From an optimization exercise on the open Yosys and OpenROAD flow, aimed at small area, a short achievable clock period and few clock cycles per item; shortcuts taken in it are not production practice. Only simulation tests tie the RTL to the original design; equivalence was not proved.

Design spidrv_core, start of the top module:
module spidrv_core (
    input  wire        clk,
    input  wire        rst,
    input  wire        cfg_valid,
    output reg         cfg_ready,
    input  wire [31:0] cfg_in_min,
    input  wire [31:0] cfg_in_max,
    input  wire [31:0] cfg_out_min,
    input  wire [31:0] cfg_out_max,
    input  wire        cfg_little_endian,
    output reg         cfg_done,
    output reg  [2:0]  cfg_err,
    output reg  [31:0] cfg_scale,
    input  wire        s_valid,
    output reg         s_ready,
    input  wire [23:0] s_data,
    output reg         m_valid,
    input  wire        m_ready,
    output reg  [31:0] m_data
);
export LEC_CHECK = 0
export CAP_MARGIN = 20
export CORE_MARGIN = 2
export CORE_UTILIZATION = 65
export SLEW_MARGIN = 20
create_clock -name core_clock -period 32.0 [get_ports {clk}]
standard.sh (not shown) runs the stock make flow with config.mk's settings and CLKGATE_MAP_FILE= SYNTH_SCRIPT=/design/flow/synth_recipe.tcl, a recipe that flattens the netlist after the stock synthesis.
==> flow/flow/run.sh <==
#!/bin/bash
# Standard layout, with repair_timing asked to keep extra setup margin so that
# the critical paths are sized for speed, and the port buffers made with
# buf_1 cells (the clock and constraints are unchanged; every port is still
# buffered).
set -euo pipefail
bash standard.sh SETUP_SLACK_MARGIN=24.2 "BUFFER_PORTS_ARGS=-buffer_cell sky130_fd_sc_hd__buf_1" finish > standard_flow.log 2>&1
The first run finished with timing, DRC and antenna clean.
Testbench counts at the start, summed over its fixed seeds: cycles 21,504, items 19,200.
Then changed:
--- a/flow/flow/run.sh
+++ b/flow/flow/run.sh
@@ -5,3 +5,3 @@
 # buffered).
 set -euo pipefail
-bash standard.sh SETUP_SLACK_MARGIN=24.2 "BUFFER_PORTS_ARGS=-buffer_cell sky130_fd_sc_hd__buf_1" finish > standard_flow.log 2>&1
+bash standard.sh SETUP_SLACK_MARGIN=24.4 "BUFFER_PORTS_ARGS=-buffer_cell sky130_fd_sc_hd__buf_1" finish > standard_flow.log 2>&1
--- a/flow/config.mk
+++ b/flow/config.mk
@@ -8,4 +8,4 @@
 export CAP_MARGIN = 20
 export CORE_MARGIN = 2
-export CORE_UTILIZATION = 65
+export CORE_UTILIZATION = 40
 export SLEW_MARGIN = 20
Sequential cell count does not change.
Routed wire length is higher by a few percent.
Global-route usage is lower by 15 points.
Setup slack gains 0.083 ns.
First-iteration DRC count is lower by about a fifth.
Die area is higher by well over a third.
Worst hold slack gains 0.0051 ns.

---

## branch amber
Another version of the RTL of spidrv_core (not shown whole).
Size in the first run: roughly 4800 cells after synthesis, roughly 230 I/O pins, about 41000 µm² of cells after synthesis.
export LEC_CHECK = 0
export CAP_MARGIN = 20
export CORE_MARGIN = 2
export CORE_UTILIZATION = 60
export SLEW_MARGIN = 20
create_clock -name core_clock -period 32.0 [get_ports {clk}]
==> flow/flow/run.sh <==
#!/bin/bash
# Standard layout, with repair_timing asked to keep extra setup margin so that
# the critical paths are sized for speed, and the port buffers made with
# buf_1 cells (the clock and constraints are unchanged; every port is still
# buffered).
set -euo pipefail
bash standard.sh SETUP_SLACK_MARGIN=24.2 "BUFFER_PORTS_ARGS=-buffer_cell sky130_fd_sc_hd__buf_1" finish > standard_flow.log 2>&1
branch amber was carried through to the last stage, and its layout satisfied the timing, design-rule and antenna checks.
Testbench counts of branch amber, summed over its fixed seeds: cycles 21,504, items 19,200.
Input-level comparison between branch garnet and branch amber:
-- flow/config.mk --
<<< branch amber, line 8
export CAP_MARGIN = 20
export CORE_MARGIN = 2
export CORE_UTILIZATION = 60
export SLEW_MARGIN = 20
>>> branch garnet, line 8
export CAP_MARGIN = 20
export CORE_MARGIN = 2
export CORE_UTILIZATION = 55
export SLEW_MARGIN = 20
Findings:
branch garnet vs. branch amber: detailed-router iteration count before antenna repair down 3. branch garnet: filler cell count in the final layout 1062 above branch amber. Of branch amber and branch garnet, the lower number of clock buffers in the layout belongs to branch garnet. Going from branch amber to branch garnet, placed standard-cell area went up; longest individual stage delay on the worst path now sits higher; die footprint picked up an extra 9.0%; data required time of the worst path lower. Diff branch amber and branch garnet: count of standard-cell rows higher in branch garnet. Looking only at sum of routed wire length over all layers, and setting everything else aside, the lower value of branch amber and branch garnet goes to branch amber. Looking at non-clock buffer count, branch garnet sits above branch amber.

## re-timing with driven ports
In the flow no input, the clock included, has a driving cell. The finished layouts below were timed again as built, in two steps.
Step 1: set_driving_cell puts a clkbuf_16 on clk and a buf_2 on each other input, an assumption about the parent block.
Step 2, shift: input delay + t, output delay - t, t = (earliest + latest rising clock arrival at the registers) / 2. This alone moves slack from input paths to output paths.
Slacks: ideal / step 1 / step 2; pairs: ideal / step 1.
| run | shift t [ns] | setup WS [ns] | clock arrival spread, ns |
|---|---|---|---|
| the first run of note 1 | 0.631 | 24.203 / 24.143 / 23.638 | 0.024 / 0.024 |
| the second run of note 1 | 0.613 | 24.285 / 24.230 / 23.862 | 0.022 / 0.023 |
| branch amber | 0.641 | 24.326 / 24.315 / 23.730 | 0.062 / 0.063 |
| branch garnet | 0.656 | 24.360 / 24.292 / 23.719 | 0.065 / 0.065 |
After both steps every run listed still meets setup and hold. For branch garnet, which loses most, drivers alone change the setup slack by -0.068 ns; drivers and shift together by -0.641 ns.
